Source: an optimization exercise on an open RTL-to-GDS flow (aim: small area, a short achievable clock period and few clock cycles per item). Production flows keep margins and buffers that such runs may drop.
Function was checked by simulation only, so behaviour that the tests miss may differ from the original.

==> job 6676: inputs <==
==> flow/design.v <==
module aq_exec (
    input  wire        clk,
    input  wire        rst,
    input  wire        in_valid,
    output reg         in_ready,
    input  wire [31:0] in_insn,
    input  wire [31:0] in_a,       
    input  wire [31:0] in_b,       
    output reg         out_valid,
    input  wire        out_ready,
    output reg  [3:0]  out_rd,
    output reg         out_we,
    output reg  [31:0] out_result,
    output reg  [1:0]  out_fault   
);
    localparam K_ADD = 0, K_SUB = 1, K_XOR = 2, K_OR = 3, K_AND = 4, K_SHR = 5,
               K_SHL = 6, K_LUI = 7, K_MUL = 8, K_DIV = 9;
    integer i;
    wire [5:0]  op   = in_insn[31:26];
    wire [4:0]  rs3  = in_insn[25:21];
    wire [4:0]  rs1  = in_insn[20:16];
    wire [4:0]  rs2  = in_insn[15:11];
    wire [31:0] imm  = {{16{in_insn[15]}}, in_insn[15:0]};
    wire is_rfmt = (op >= 6'd2 && op <= 6'd8) || op == 6'd30 || op == 6'd31;
    wire is_gfmt = (op >= 6'd9 && op <= 6'd13);
    wire is_lui  = (op == 6'd26);
    reg legal;
    always @(*) begin
        if (is_rfmt)      legal = !rs3[4] && !rs1[4] && !rs2[4];
        else if (is_gfmt) legal = !rs3[4] && !rs1[4];
        else if (is_lui)  legal = !rs3[4];
        else              legal = 1'b0;
    end
    wire is_div = (op == 6'd31);
    wire is_mul = (op == 6'd30);
    wire b_zero = (in_b == 32'd0);
    wire [1:0] fault_in = !legal ? 2'd2 : (is_div && b_zero) ? 2'd1 : 2'd0;
    wire [31:0] sa = in_a ^ {32{in_a[31]}};
    wire [31:0] sb = in_b ^ {32{in_b[31]}};
    reg  [5:0]  clz_a, clz_b;
    always @(*) begin
        clz_a = 6'd32;
        for (i = 0; i < 32; i = i + 1) if (sa[i]) clz_a = 6'd31 - i;
        clz_b = 6'd32;
        for (i = 0; i < 32; i = i + 1) if (sb[i]) clz_b = 6'd31 - i;
    end
    reg  [31:0] sm_a;
    always @(*) begin
        sm_a = sa;
        for (i = 30; i >= 0; i = i - 1) sm_a[i] = sm_a[i] | sm_a[i+1];
    end
    wire [31:0] lim_a  = in_a[31] ? {sm_a[30:0], 1'b1} : sm_a;
    wire        q_zero = |(sb & ~lim_a);
    wire a7  = (sa[30:7]  == 24'd0), b7  = (sb[30:7]  == 24'd0);
    wire a15 = (sa[30:15] == 16'd0), b15 = (sb[30:15] == 16'd0);
    wire a23 = (sa[30:23] == 8'd0),  b23 = (sb[30:23] == 8'd0);
    wire swap = is_mul && ((a7 && !b7) || (a15 && !b15) || (a23 && !b23));
    wire m_one = swap ? a7 : b7;        
    reg [9:0] kind_in;
    always @(*) begin
        kind_in = 10'd0;
        case (op)
            6'd2, 6'd9:   kind_in[K_ADD] = 1'b1;
            6'd3, 6'd10:  kind_in[K_SUB] = 1'b1;
            6'd4, 6'd11:  kind_in[K_XOR] = 1'b1;
            6'd5, 6'd12:  kind_in[K_OR]  = 1'b1;
            6'd6, 6'd13:  kind_in[K_AND] = 1'b1;
            6'd7:         kind_in[K_SHR] = 1'b1;
            6'd8:         kind_in[K_SHL] = 1'b1;
            6'd26:        kind_in[K_LUI] = 1'b1;
            6'd30:        kind_in[K_MUL] = 1'b1;
            6'd31:        if (!q_zero) kind_in[K_DIV] = 1'b1;  
            default: ;
        endcase
    end
    wire sel_i = is_gfmt;
    wire sel_l = is_lui;
    wire sel_b = !swap && !is_gfmt && !is_lui;
    wire [31:0] a_in = ({32{swap}} & in_b) | ({32{!swap}} & in_a);
    wire [31:0] b_in = ({32{swap}} & in_a) | ({32{sel_i}} & imm) |
                       ({32{sel_l}} & {imm[19:0], 12'd0}) | ({32{sel_b}} & in_b);
    reg        v1;
    reg [9:0]  k1;
    reg [3:0]  rd1;
    reg        we1;
    reg [1:0]  f1;
    reg [31:0] a1;           
    reg [33:0] b1;           
    reg [5:0]  ca1, cb1;     
    reg [4:0]  cnt1;         
    reg        ph1;          
    reg        al1;          
    reg        bm1;          
    reg        neg1;         
    reg        bn1;          
    reg        blk1;         
    reg        q2f;          
    reg        v2;
    reg [31:0] x2, y2;
    reg        c2;
    reg [3:0]  rd2;
    reg        we2;
    reg [1:0]  f2;
    reg        vk;           
    reg [31:0] rk;
    reg [3:0]  rdk;
    reg        wek;
    reg [1:0]  fk;
    wire head_free = !out_valid || out_ready;
    wire s2_go     = v2 && (!vk || head_free);
    wire s2_free   = q2f || out_ready;
    wire s1_go     = v1 && s2_free;
    wire accept    = in_valid && in_ready;
    wire d_last  = (cnt1 == 5'd0);
    wire m_last  = (b1[31:7] == {25{b1[31]}});
    wire s1_last = k1[K_DIV] ? (al1 && d_last) : k1[K_MUL] ? m_last : 1'b1;
    wire [31:0] a_mag = (a1 ^ {32{a1[31]}}) + {31'd0, a1[31]};
    wire [6:0]  s_raw = {1'b0, cb1} - {1'b0, ca1} + {6'd0, a1[31]};
    wire [4:0]  dsh   = s_raw[5] ? 5'd31 : s_raw[4:0];       
    reg  [31:0] a_rev;
    always @(*) for (i = 0; i < 32; i = i + 1) a_rev[i] = a1[31-i];
    wire        sh_div = k1[K_DIV];
    wire [33:0] sh_src = sh_div ? b1 : {2'b0, k1[K_SHR] ? a_rev : a1};
    wire [4:0]  sh_amt = sh_div ? cnt1 : b1[4:0];
    wire [33:0] sh_out = sh_src << sh_amt;
    reg  [31:0] sh_rev;
    always @(*) for (i = 0; i < 32; i = i + 1) sh_rev[i] = sh_out[31-i];
    wire [33:0] dd   = {2'b0, a1} + b1 + {33'd0, !bn1};
    wire        qb   = !dd[33];
    wire [31:0] rr   = qb ? dd[31:0] : a1;
    wire [31:0] q_nx = {x2[30:0], qb};
    reg  [127:0] ppf;
    reg  [31:0]  ppr;
    reg  [3:0]   bneg;
    reg  [2:0]   bg;
    reg  [32:0]  am;
    always @(*) begin
        for (i = 0; i < 4; i = i + 1) begin
            bg = {b1[2*i+1], b1[2*i], (i == 0) ? bm1 : b1[2*i-1]};
            case (bg)
                3'b001, 3'b010: am = {1'b0, a1};
                3'b011:         am = {a1, 1'b0};
                3'b100:         am = ~{a1, 1'b0};
                3'b101, 3'b110: am = ~{1'b0, a1};
                3'b111:         am = ~33'd0;
                default:        am = 33'd0;
            endcase
            bneg[i] = bg[2];
            ppr = am[31:0] << (2 * i);
            if (i > 0) ppr[2*i-2] = bneg[i-1];
            ppf[32*i +: 32] = ppr;
        end
    end
    function [63:0] csa(input [31:0] x, input [31:0] y, input [31:0] z);
        reg [31:0] s, c;
        begin
            s = x ^ y ^ z;
            c = (x & y) | (x & z) | (y & z);
            csa = {c[30:0], 1'b0, s};
        end
    endfunction
    wire [31:0] xa = ph1 ? x2 : 32'd0;
    wire [31:0] ya = ph1 ? y2 : 32'd0;
    wire [63:0] m1a = csa(ppf[31:0], ppf[63:32], ppf[95:64]);
    wire [63:0] m1b = csa(ppf[127:96], xa, ya);
    wire [63:0] m2a = csa(m1a[31:0], m1a[63:32], m1b[31:0]);
    wire [63:0] m3a = csa(m2a[31:0], m2a[63:32], m1b[63:32]);
    wire [63:0] m4a = csa(m3a[31:0], m3a[63:32], {25'd0, bneg[3], 6'd0});
    reg [31:0] x_nx, y_nx;
    reg        c_nx;
    always @(*) begin
        x_nx = 32'd0; y_nx = 32'd0; c_nx = 1'b0;
        if (k1[K_ADD]) begin x_nx = a1; y_nx = b1[31:0]; end
        if (k1[K_SUB]) begin x_nx = a1; y_nx = ~b1[31:0]; c_nx = 1'b1; end
        if (k1[K_XOR]) x_nx = a1 ^ b1[31:0];
        if (k1[K_OR])  x_nx = a1 | b1[31:0];
        if (k1[K_AND]) x_nx = a1 & b1[31:0];
        if (k1[K_SHR]) x_nx = sh_rev;
        if (k1[K_SHL]) x_nx = sh_out[31:0];
        if (k1[K_LUI]) x_nx = b1[31:0];
        if (k1[K_MUL]) begin x_nx = m4a[31:0]; y_nx = m4a[63:32]; end
        if (k1[K_DIV]) begin
            x_nx = al1 ? q_nx ^ {32{neg1 & d_last}} : 32'd0;
            c_nx = neg1;
        end
    end
    wire [32:0] sum = {x2, 1'b1} + {y2, c2};
    wire v1_n   = accept || (v1 && !(s1_go && s1_last));
    wire v2_n   = s1_go ? s1_last : (v2 && !s2_go);
    wire v3_n   = head_free ? (vk || s2_go) : 1'b1;
    wire vk_n   = head_free ? (vk && s2_go) : (vk || s2_go);
    reg  blk1_n;
    always @(*) begin
        blk1_n = blk1;
        if (accept)
            blk1_n = kind_in[K_DIV] || (kind_in[K_MUL] && !(a7 || b7));
        else if (s1_go && s1_last)
            blk1_n = 1'b0;
        else if (s1_go && k1[K_DIV])
            blk1_n = !ph1 || (al1 ? (cnt1 != 5'd1) : (cnt1 != 5'd0));
        else if (s1_go && k1[K_MUL])
            blk1_n = !(b1[31:15] == {17{b1[31]}});
    end
    always @(posedge clk) begin
        if (rst) begin
            v1 <= 1'b0; blk1 <= 1'b0; q2f <= 1'b1;
            v2 <= 1'b0;
            vk <= 1'b0;
            out_valid <= 1'b0;
            in_ready  <= 1'b1;
        end else begin
            v1 <= v1_n;
            v2 <= v2_n;
            vk <= vk_n;
            out_valid <= v3_n;
            blk1 <= blk1_n;
            q2f  <= !v2_n || !vk_n || !v3_n;
            in_ready <= !(v1_n && v2_n && v3_n && vk_n) && !blk1_n;
        end
    end
    wire en1 = !v1 || s2_free;                  
    wire en3 = head_free;
    wire enk = !vk || head_free;
    wire it1 = v1 && !s1_last;                  
    always @(posedge clk) begin
        if (en3) begin
            if (vk) begin
                out_result <= rk; out_rd <= rdk; out_we <= wek; out_fault <= fk;
            end else begin
                out_result <= sum[32:1]; out_rd <= rd2; out_we <= we2; out_fault <= f2;
            end
        end
        if (enk) begin
            rk <= sum[32:1]; rdk <= rd2; wek <= we2; fk <= f2;
        end
        if (s2_free) begin
            x2 <= x_nx; y2 <= y_nx; c2 <= c_nx;
            rd2 <= rd1; we2 <= we1; f2 <= f1;
        end
        if (en1) begin
            if (!it1) begin
                k1   <= kind_in;
                rd1  <= rs3[3:0];
                we1  <= (fault_in == 2'd0) && (rs3[3:0] != 4'd0);
                f1   <= fault_in;
                a1   <= a_in;
                b1   <= {{2{b_in[31]}}, b_in};
                ca1  <= clz_a;
                cb1  <= clz_b;
                ph1  <= 1'b0;
                al1  <= 1'b0;
                bm1  <= 1'b0;
                neg1 <= in_a[31] ^ in_b[31];
                bn1  <= in_b[31];
            end else if (k1[K_DIV] && !ph1) begin
                a1   <= a_mag;
                cnt1 <= dsh;
                ph1  <= 1'b1;
            end else if (k1[K_DIV] && !al1) begin
                b1   <= sh_out ^ {34{!bn1}};
                al1  <= 1'b1;
            end else if (k1[K_DIV]) begin
                a1   <= rr;
                b1   <= {1'b1, b1[33:1]};
                cnt1 <= cnt1 - 5'd1;
            end else begin
                a1   <= {a1[23:0], 8'd0};
                b1   <= {{8{b1[33]}}, b1[33:8]};
                bm1  <= b1[7];
                ph1  <= 1'b1;
            end
        end
    end
endmodule
==> flow/run.sh <==
#!/bin/bash
# synth_recipe.tcl (not shown) runs the flow's synth.tcl, then flattens the netlist and writes it again
# the make line also repeats each setting of config.mk as NAME=value (left out here)
make -C /OpenROAD-flow-scripts/flow DESIGN_CONFIG=/design/flow/config.mk WORK_HOME=/design/flow/orfs CLKGATE_MAP_FILE= SYNTH_SCRIPT=/design/flow/synth_recipe.tcl finish
==> flow/config.mk <==
export PLATFORM = sky130hd
export DESIGN_NAME = aq_exec
export DESIGN_NICKNAME = aq_exec
export VERILOG_FILES = /design/flow/design.v
export SDC_FILE = /design/flow/constraint.sdc
export NUM_CORES = 4
export LEC_CHECK = 0
export ABC_AREA = 1
export CAP_MARGIN = 20
export CORE_MARGIN = 2
export CORE_UTILIZATION = 40
export SETUP_SLACK_MARGIN = 5
export SLEW_MARGIN = 20
==> flow/constraint.sdc <==
create_clock -name core_clock -period 10.0 [get_ports {clk}]
set_input_delay 2.0000 -clock core_clock [delete_from_list [all_inputs] [get_ports {clk}]]
set_output_delay 2.0000 -clock core_clock [all_outputs]
set_load 0.01 [all_outputs]
==> inputs of job 1891, as changes to job 6676 <==
==> flow/design.v, changed modules only <==
module aq_exec (
    input  wire        clk,
    input  wire        rst,
    input  wire        in_valid,
    output reg         in_ready,
    input  wire [31:0] in_insn,
    input  wire [31:0] in_a,       
    input  wire [31:0] in_b,       
    output reg         out_valid,
    input  wire        out_ready,
    output reg  [3:0]  out_rd,
    output reg         out_we,
    output reg  [31:0] out_result,
    output reg  [1:0]  out_fault   
);
    localparam K_ADD = 0, K_SUB = 1, K_XOR = 2, K_OR = 3, K_AND = 4, K_SHR = 5,
               K_SHL = 6, K_LUI = 7, K_MUL = 8, K_DIV = 9;
    integer i;
    wire [5:0]  op   = in_insn[31:26];
    wire [4:0]  rs3  = in_insn[25:21];
    wire [4:0]  rs1  = in_insn[20:16];
    wire [4:0]  rs2  = in_insn[15:11];
    wire [31:0] imm  = {{16{in_insn[15]}}, in_insn[15:0]};
    wire is_rfmt = (op >= 6'd2 && op <= 6'd8) || op == 6'd30 || op == 6'd31;
    wire is_gfmt = (op >= 6'd9 && op <= 6'd13);
    wire is_lui  = (op == 6'd26);
    reg legal;
    always @(*) begin
        if (is_rfmt)      legal = !rs3[4] && !rs1[4] && !rs2[4];
        else if (is_gfmt) legal = !rs3[4] && !rs1[4];
        else if (is_lui)  legal = !rs3[4];
        else              legal = 1'b0;
    end
    wire is_div = (op == 6'd31);
    wire is_mul = (op == 6'd30);
    wire b_zero = (in_b == 32'd0);
    wire [1:0] fault_in = !legal ? 2'd2 : (is_div && b_zero) ? 2'd1 : 2'd0;
    wire [31:0] sa = in_a ^ {32{in_a[31]}};
    wire [31:0] sb = in_b ^ {32{in_b[31]}};
    reg  [5:0]  clz_a, clz_b;
    always @(*) begin
        clz_a = 6'd32;
        for (i = 0; i < 32; i = i + 1) if (sa[i]) clz_a = 6'd31 - i;
        clz_b = 6'd32;
        for (i = 0; i < 32; i = i + 1) if (sb[i]) clz_b = 6'd31 - i;
    end
    reg  [31:0] sm_a;
    always @(*) begin
        sm_a = sa;
        for (i = 30; i >= 0; i = i - 1) sm_a[i] = sm_a[i] | sm_a[i+1];
    end
    wire [31:0] lim_a  = in_a[31] ? {sm_a[30:0], 1'b1} : sm_a;
    wire        q_zero = |(sb & ~lim_a);
    wire a7  = (sa[30:7]  == 24'd0), b7  = (sb[30:7]  == 24'd0);
    wire a15 = (sa[30:15] == 16'd0), b15 = (sb[30:15] == 16'd0);
    wire a23 = (sa[30:23] == 8'd0),  b23 = (sb[30:23] == 8'd0);
    wire swap = is_mul && ((a7 && !b7) || (a15 && !b15) || (a23 && !b23));
    wire m_one = swap ? a7 : b7;        
    reg [9:0] kind_in;
    always @(*) begin
        kind_in = 10'd0;
        if (fault_in == 2'd0) begin
            case (op)
                6'd2, 6'd9:   kind_in[K_ADD] = 1'b1;
                6'd3, 6'd10:  kind_in[K_SUB] = 1'b1;
                6'd4, 6'd11:  kind_in[K_XOR] = 1'b1;
                6'd5, 6'd12:  kind_in[K_OR]  = 1'b1;
                6'd6, 6'd13:  kind_in[K_AND] = 1'b1;
                6'd7:         kind_in[K_SHR] = 1'b1;
                6'd8:         kind_in[K_SHL] = 1'b1;
                6'd26:        kind_in[K_LUI] = 1'b1;
                6'd30:        kind_in[K_MUL] = 1'b1;
                6'd31:        if (!q_zero) kind_in[K_DIV] = 1'b1;  
                default: ;
            endcase
        end
    end
    wire [31:0] a_in = swap ? in_b : in_a;
    wire [31:0] b_in = swap ? in_a : is_gfmt ? imm : is_lui ? {imm[19:0], 12'd0} : in_b;
    reg        v1;
    reg [9:0]  k1;
    reg [3:0]  rd1;
    reg        we1;
    reg [1:0]  f1;
    reg [31:0] a1;           
    reg [33:0] b1;           
    reg [5:0]  ca1, cb1;     
    reg [4:0]  cnt1;         
    reg        ph1;          
    reg        bm1;          
    reg        neg1;         
    reg        bn1;          
    reg        blk1;         
    reg        v2;
    reg [31:0] x2, y2;
    reg        c2;
    reg [3:0]  rd2;
    reg        we2;
    reg [1:0]  f2;
    reg        vk;           
    reg [31:0] rk;
    reg [3:0]  rdk;
    reg        wek;
    reg [1:0]  fk;
    wire head_free = !out_valid || out_ready;
    wire s2_go     = v2 && (!vk || head_free);
    wire s2_free   = !v2 || s2_go;
    wire s1_go     = v1 && s2_free;
    wire accept    = in_valid && in_ready;
    wire d_last  = (cnt1 == 5'd0);
    wire m_last  = (b1[31:7] == {25{b1[31]}});
    wire s1_last = k1[K_DIV] ? (ph1 && d_last) : k1[K_MUL] ? m_last : 1'b1;
    wire [31:0] a_mag = (a1 ^ {32{a1[31]}}) + {31'd0, a1[31]};
    wire [6:0]  s_raw = {1'b0, cb1} - {1'b0, ca1} + {6'd0, a1[31]};
    wire [4:0]  dsh   = s_raw[5] ? 5'd31 : s_raw[4:0];       
    reg  [31:0] a_rev;
    always @(*) for (i = 0; i < 32; i = i + 1) a_rev[i] = a1[31-i];
    wire        sh_div = k1[K_DIV];
    wire [33:0] sh_src = sh_div ? b1 : {2'b0, k1[K_SHR] ? a_rev : a1};
    wire [4:0]  sh_amt = sh_div ? dsh : b1[4:0];
    wire [33:0] sh_out = sh_src << sh_amt;
    reg  [31:0] sh_rev;
    always @(*) for (i = 0; i < 32; i = i + 1) sh_rev[i] = sh_out[31-i];
    wire [33:0] dd   = {2'b0, a1} + b1 + {33'd0, !bn1};
    wire        qb   = !dd[33];
    wire [31:0] rr   = qb ? dd[31:0] : a1;
    wire [31:0] q_nx = {x2[30:0], qb};
    reg  [127:0] ppf;
    reg  [31:0]  ppr;
    reg  [3:0]   bneg;
    reg  [2:0]   bg;
    reg  [32:0]  am;
    always @(*) begin
        for (i = 0; i < 4; i = i + 1) begin
            bg = {b1[2*i+1], b1[2*i], (i == 0) ? bm1 : b1[2*i-1]};
            case (bg)
                3'b001, 3'b010: am = {1'b0, a1};
                3'b011:         am = {a1, 1'b0};
                3'b100:         am = ~{a1, 1'b0};
                3'b101, 3'b110: am = ~{1'b0, a1};
                3'b111:         am = ~33'd0;
                default:        am = 33'd0;
            endcase
            bneg[i] = bg[2];
            ppr = am[31:0] << (2 * i);
            if (i > 0) ppr[2*i-2] = bneg[i-1];
            ppf[32*i +: 32] = ppr;
        end
    end
    function [63:0] csa(input [31:0] x, input [31:0] y, input [31:0] z);
        reg [31:0] s, c;
        begin
            s = x ^ y ^ z;
            c = (x & y) | (x & z) | (y & z);
            csa = {c[30:0], 1'b0, s};
        end
    endfunction
    wire [31:0] xa = ph1 ? x2 : 32'd0;
    wire [31:0] ya = ph1 ? y2 : 32'd0;
    wire [63:0] m1a = csa(ppf[31:0], ppf[63:32], ppf[95:64]);
    wire [63:0] m1b = csa(ppf[127:96], xa, ya);
    wire [63:0] m2a = csa(m1a[31:0], m1a[63:32], m1b[31:0]);
    wire [63:0] m3a = csa(m2a[31:0], m2a[63:32], m1b[63:32]);
    wire [63:0] m4a = csa(m3a[31:0], m3a[63:32], {25'd0, bneg[3], 6'd0});
    reg [31:0] x_nx, y_nx;
    reg        c_nx;
    always @(*) begin
        x_nx = 32'd0; y_nx = 32'd0; c_nx = 1'b0;
        if (k1[K_ADD]) begin x_nx = a1; y_nx = b1[31:0]; end
        if (k1[K_SUB]) begin x_nx = a1; y_nx = ~b1[31:0]; c_nx = 1'b1; end
        if (k1[K_XOR]) x_nx = a1 ^ b1[31:0];
        if (k1[K_OR])  x_nx = a1 | b1[31:0];
        if (k1[K_AND]) x_nx = a1 & b1[31:0];
        if (k1[K_SHR]) x_nx = sh_rev;
        if (k1[K_SHL]) x_nx = sh_out[31:0];
        if (k1[K_LUI]) x_nx = b1[31:0];
        if (k1[K_MUL]) begin x_nx = m4a[31:0]; y_nx = m4a[63:32]; end
        if (k1[K_DIV]) begin
            x_nx = ph1 ? q_nx ^ {32{neg1 & d_last}} : 32'd0;
            c_nx = neg1;
        end
    end
    wire [32:0] sum = {x2, 1'b1} + {y2, c2};
    wire v1_n   = accept || (v1 && !(s1_go && s1_last));
    wire v2_n   = s1_go ? s1_last : (v2 && !s2_go);
    wire v3_n   = head_free ? (vk || s2_go) : 1'b1;
    wire vk_n   = head_free ? (vk && s2_go) : (vk || s2_go);
    reg  blk1_n;
    always @(*) begin
        blk1_n = blk1;
        if (accept)
            blk1_n = kind_in[K_DIV] || (kind_in[K_MUL] && !m_one);
        else if (s1_go && s1_last)
            blk1_n = 1'b0;
        else if (s1_go && k1[K_DIV])
            blk1_n = ph1 ? (cnt1 != 5'd1) : (dsh != 5'd0);
        else if (s1_go && k1[K_MUL])
            blk1_n = !(b1[31:15] == {17{b1[31]}});
    end
    always @(posedge clk) begin
        if (rst) begin
            v1 <= 1'b0; blk1 <= 1'b0;
            v2 <= 1'b0;
            vk <= 1'b0;
            out_valid <= 1'b0;
            in_ready  <= 1'b1;
        end else begin
            v1 <= v1_n;
            v2 <= v2_n;
            vk <= vk_n;
            out_valid <= v3_n;
            blk1 <= blk1_n;
            in_ready <= !(v1_n && v2_n && v3_n && vk_n) && !blk1_n;
        end
    end
    always @(posedge clk) begin
        if (head_free) begin
            if (vk) begin
                out_result <= rk; out_rd <= rdk; out_we <= wek; out_fault <= fk;
            end else if (s2_go) begin
                out_result <= sum[32:1]; out_rd <= rd2; out_we <= we2; out_fault <= f2;
            end
        end
        if (s2_go && (vk || !head_free)) begin
            rk <= sum[32:1]; rdk <= rd2; wek <= we2; fk <= f2;
        end
        if (s1_go) begin
            x2 <= x_nx; y2 <= y_nx; c2 <= c_nx;
            rd2 <= rd1; we2 <= we1; f2 <= f1;
        end
        if (accept) begin
            k1   <= kind_in;
            rd1  <= rs3[3:0];
            we1  <= (fault_in == 2'd0) && (rs3[3:0] != 4'd0);
            f1   <= fault_in;
            a1   <= a_in;
            b1   <= {{2{b_in[31]}}, b_in};
            ca1  <= clz_a;
            cb1  <= clz_b;
            ph1  <= 1'b0;
            bm1  <= 1'b0;
            neg1 <= in_a[31] ^ in_b[31];
            bn1  <= in_b[31];
        end else if (s1_go && k1[K_DIV] && !ph1) begin
            a1   <= a_mag;
            b1   <= sh_out ^ {34{!bn1}};
            cnt1 <= dsh;
            ph1  <= 1'b1;
        end else if (s1_go && k1[K_DIV]) begin
            a1   <= rr;
            b1   <= {1'b1, b1[33:1]};
            cnt1 <= cnt1 - 5'd1;
        end else if (s1_go && k1[K_MUL]) begin
            a1   <= {a1[23:0], 8'd0};
            b1   <= {{8{b1[33]}}, b1[33:8]};
            bm1  <= b1[7];
            ph1  <= 1'b1;
        end
    end
endmodule
--- a/flow/config.mk
+++ b/flow/config.mk
@@ -6,8 +6,7 @@
 export NUM_CORES = 4
 export LEC_CHECK = 0
-export ABC_AREA = 1
 export CAP_MARGIN = 20
 export CORE_MARGIN = 2
 export CORE_UTILIZATION = 40
-export SETUP_SLACK_MARGIN = 5
+export SETUP_SLACK_MARGIN = 4
 export SLEW_MARGIN = 20
==> inputs of job 7766, as changes to job 6676 <==
--- a/flow/design.v
+++ b/flow/design.v
@@ -45,4 +45,6 @@
         for (i = 0; i < 32; i = i + 1) if (sb[i]) clz_b = 6'd31 - i;
     end
+    wire [6:0]  s_raw = {1'b0, clz_b} - {1'b0, clz_a} + {6'd0, in_a[31]};
+    wire [4:0]  dsh   = s_raw[5] ? 5'd31 : s_raw[4:0];
     reg  [31:0] sm_a;
     always @(*) begin
@@ -87,8 +89,6 @@
     reg [31:0] a1;           
     reg [33:0] b1;           
-    reg [5:0]  ca1, cb1;     
     reg [4:0]  cnt1;         
     reg        ph1;          
-    reg        al1;          
     reg        bm1;          
     reg        neg1;         
@@ -114,8 +114,6 @@
     wire d_last  = (cnt1 == 5'd0);
     wire m_last  = (b1[31:7] == {25{b1[31]}});
-    wire s1_last = k1[K_DIV] ? (al1 && d_last) : k1[K_MUL] ? m_last : 1'b1;
+    wire s1_last = k1[K_DIV] ? (ph1 && d_last) : k1[K_MUL] ? m_last : 1'b1;
     wire [31:0] a_mag = (a1 ^ {32{a1[31]}}) + {31'd0, a1[31]};
-    wire [6:0]  s_raw = {1'b0, cb1} - {1'b0, ca1} + {6'd0, a1[31]};
-    wire [4:0]  dsh   = s_raw[5] ? 5'd31 : s_raw[4:0];       
     reg  [31:0] a_rev;
     always @(*) for (i = 0; i < 32; i = i + 1) a_rev[i] = a1[31-i];
@@ -181,5 +179,5 @@
         if (k1[K_MUL]) begin x_nx = m4a[31:0]; y_nx = m4a[63:32]; end
         if (k1[K_DIV]) begin
-            x_nx = al1 ? q_nx ^ {32{neg1 & d_last}} : 32'd0;
+            x_nx = ph1 ? q_nx ^ {32{neg1 & d_last}} : 32'd0;
             c_nx = neg1;
         end
@@ -198,5 +196,5 @@
             blk1_n = 1'b0;
         else if (s1_go && k1[K_DIV])
-            blk1_n = !ph1 || (al1 ? (cnt1 != 5'd1) : (cnt1 != 5'd0));
+            blk1_n = ph1 ? (cnt1 != 5'd1) : (cnt1 != 5'd0);
         else if (s1_go && k1[K_MUL])
             blk1_n = !(b1[31:15] == {17{b1[31]}});
@@ -246,8 +244,6 @@
                 a1   <= a_in;
                 b1   <= {{2{b_in[31]}}, b_in};
-                ca1  <= clz_a;
-                cb1  <= clz_b;
+                cnt1 <= dsh;
                 ph1  <= 1'b0;
-                al1  <= 1'b0;
                 bm1  <= 1'b0;
                 neg1 <= in_a[31] ^ in_b[31];
@@ -255,9 +251,6 @@
             end else if (k1[K_DIV] && !ph1) begin
                 a1   <= a_mag;
-                cnt1 <= dsh;
+                b1   <= sh_out ^ {34{!bn1}};
                 ph1  <= 1'b1;
-            end else if (k1[K_DIV] && !al1) begin
-                b1   <= sh_out ^ {34{!bn1}};
-                al1  <= 1'b1;
             end else if (k1[K_DIV]) begin
                 a1   <= rr;
==> reports/results.ini <==
[global_route]
use_met2_pct = 56.29
grt_max_degree = 77

[cts]
clock-sinks = 249

[critical_path]
cpPeakStageDelay_ps = 200
crit_top_cell = nand2_1
cp.arrival_ps = 5780

[power_and_ir_drop]
finalPower_w = 0.008234

[synth]
synth_top_family_by_area = simple AND/OR/NAND/NOR gates
yosys.area_share.adder_pct = 13.43
yosysSeqAreaShare_pct = 23.68

[drt]
wire_per_inst_um = 26.21

[status]
status = timing/DRC/antenna clean

[place]
gp_congestion = 1.048

[finish]
syn_to_final_growth_pct = 12.71

[floorplan]
dieHeight_um = 283.7

(the above is from job 7766)
==> reports/results.ini <==
[status]
status = timing/DRC/antenna clean

[synth]
synth_top_family_by_area = simple AND/OR/NAND/NOR gates
yosys.area_share.adder_pct = 12.93
yosysSeqAreaShare_pct = 23.99

[power_and_ir_drop]
finalPower_w = 0.008360

[global_route]
use_met2_pct = 54.47
grt_max_degree = 80

[cts]
clock-sinks = 262

[floorplan]
dieHeight_um = 289.0

[critical_path]
cpPeakStageDelay_ps = 780

(the above is from job 6676)
==> reports/results.ini <==
[status]
status = timing/DRC/antenna clean

[sta]
skew_ps = 27.86

[hold_path]
hp-start = rd1[2]

[critical_path]
cpPeakStageDelay_ps = 820
setup.worst_path.end = x2[6]
cp.arrival_ps = 6130
critPathLaunch = ca1[0]

[global_route]
grt_max_degree = 223
use_met2_pct = 51.42

[drt]
wire_per_inst_um = 28.91

[cts]
clock-sinks = 260
htreeDepth = 2

[place]
gp_congestion = 1.006

[power_and_ir_drop]
finalPower_w = 0.008704

(the above is from job 1891)
Testbench counts of job 6676, summed over its fixed seeds: cycles 24,843, items 16,000.
Testbench counts of job 1891, summed over its fixed seeds: cycles 24,381, items 16,000.
Testbench counts of job 7766, summed over its fixed seeds: cycles 24,381, items 16,000.

## what the ideal ports hide
The flow's constraints put no driver on any port. The routed layouts listed below were extracted and timed again, unchanged, in two steps.
Step 1 assumes that a clkbuf_16 drives the clock port and a buf_2 every other input.
Step 2 also shifts input and output timing later by t, the mid clock arrival at the registers, as if the neighbouring blocks saw the same clock.
a / b / c = ideal ports / drivers / drivers and shift; a / b = the first two.
run	shift t [ns]	setup WS [ns]	worst hold slack (ns)	worst data-port slew with drivers (ns)	cell pins on the clock port's net
job 6676	0.635	5.032 / 5.032 / 4.538	0.420 / 0.420 / 0.420	0.04	1
job 1891	0.629	4.187 / 4.187 / 3.607	0.417 / 0.417 / 0.417	0.05	1
job 7766	0.697	4.597 / 4.617 / 3.920	0.419 / 0.419 / 0.419	0.08	1
After both steps every run listed still meets setup and hold. For job 7766, which loses most, drivers alone change the setup slack by +0.020 ns; drivers and shift together by -0.677 ns.
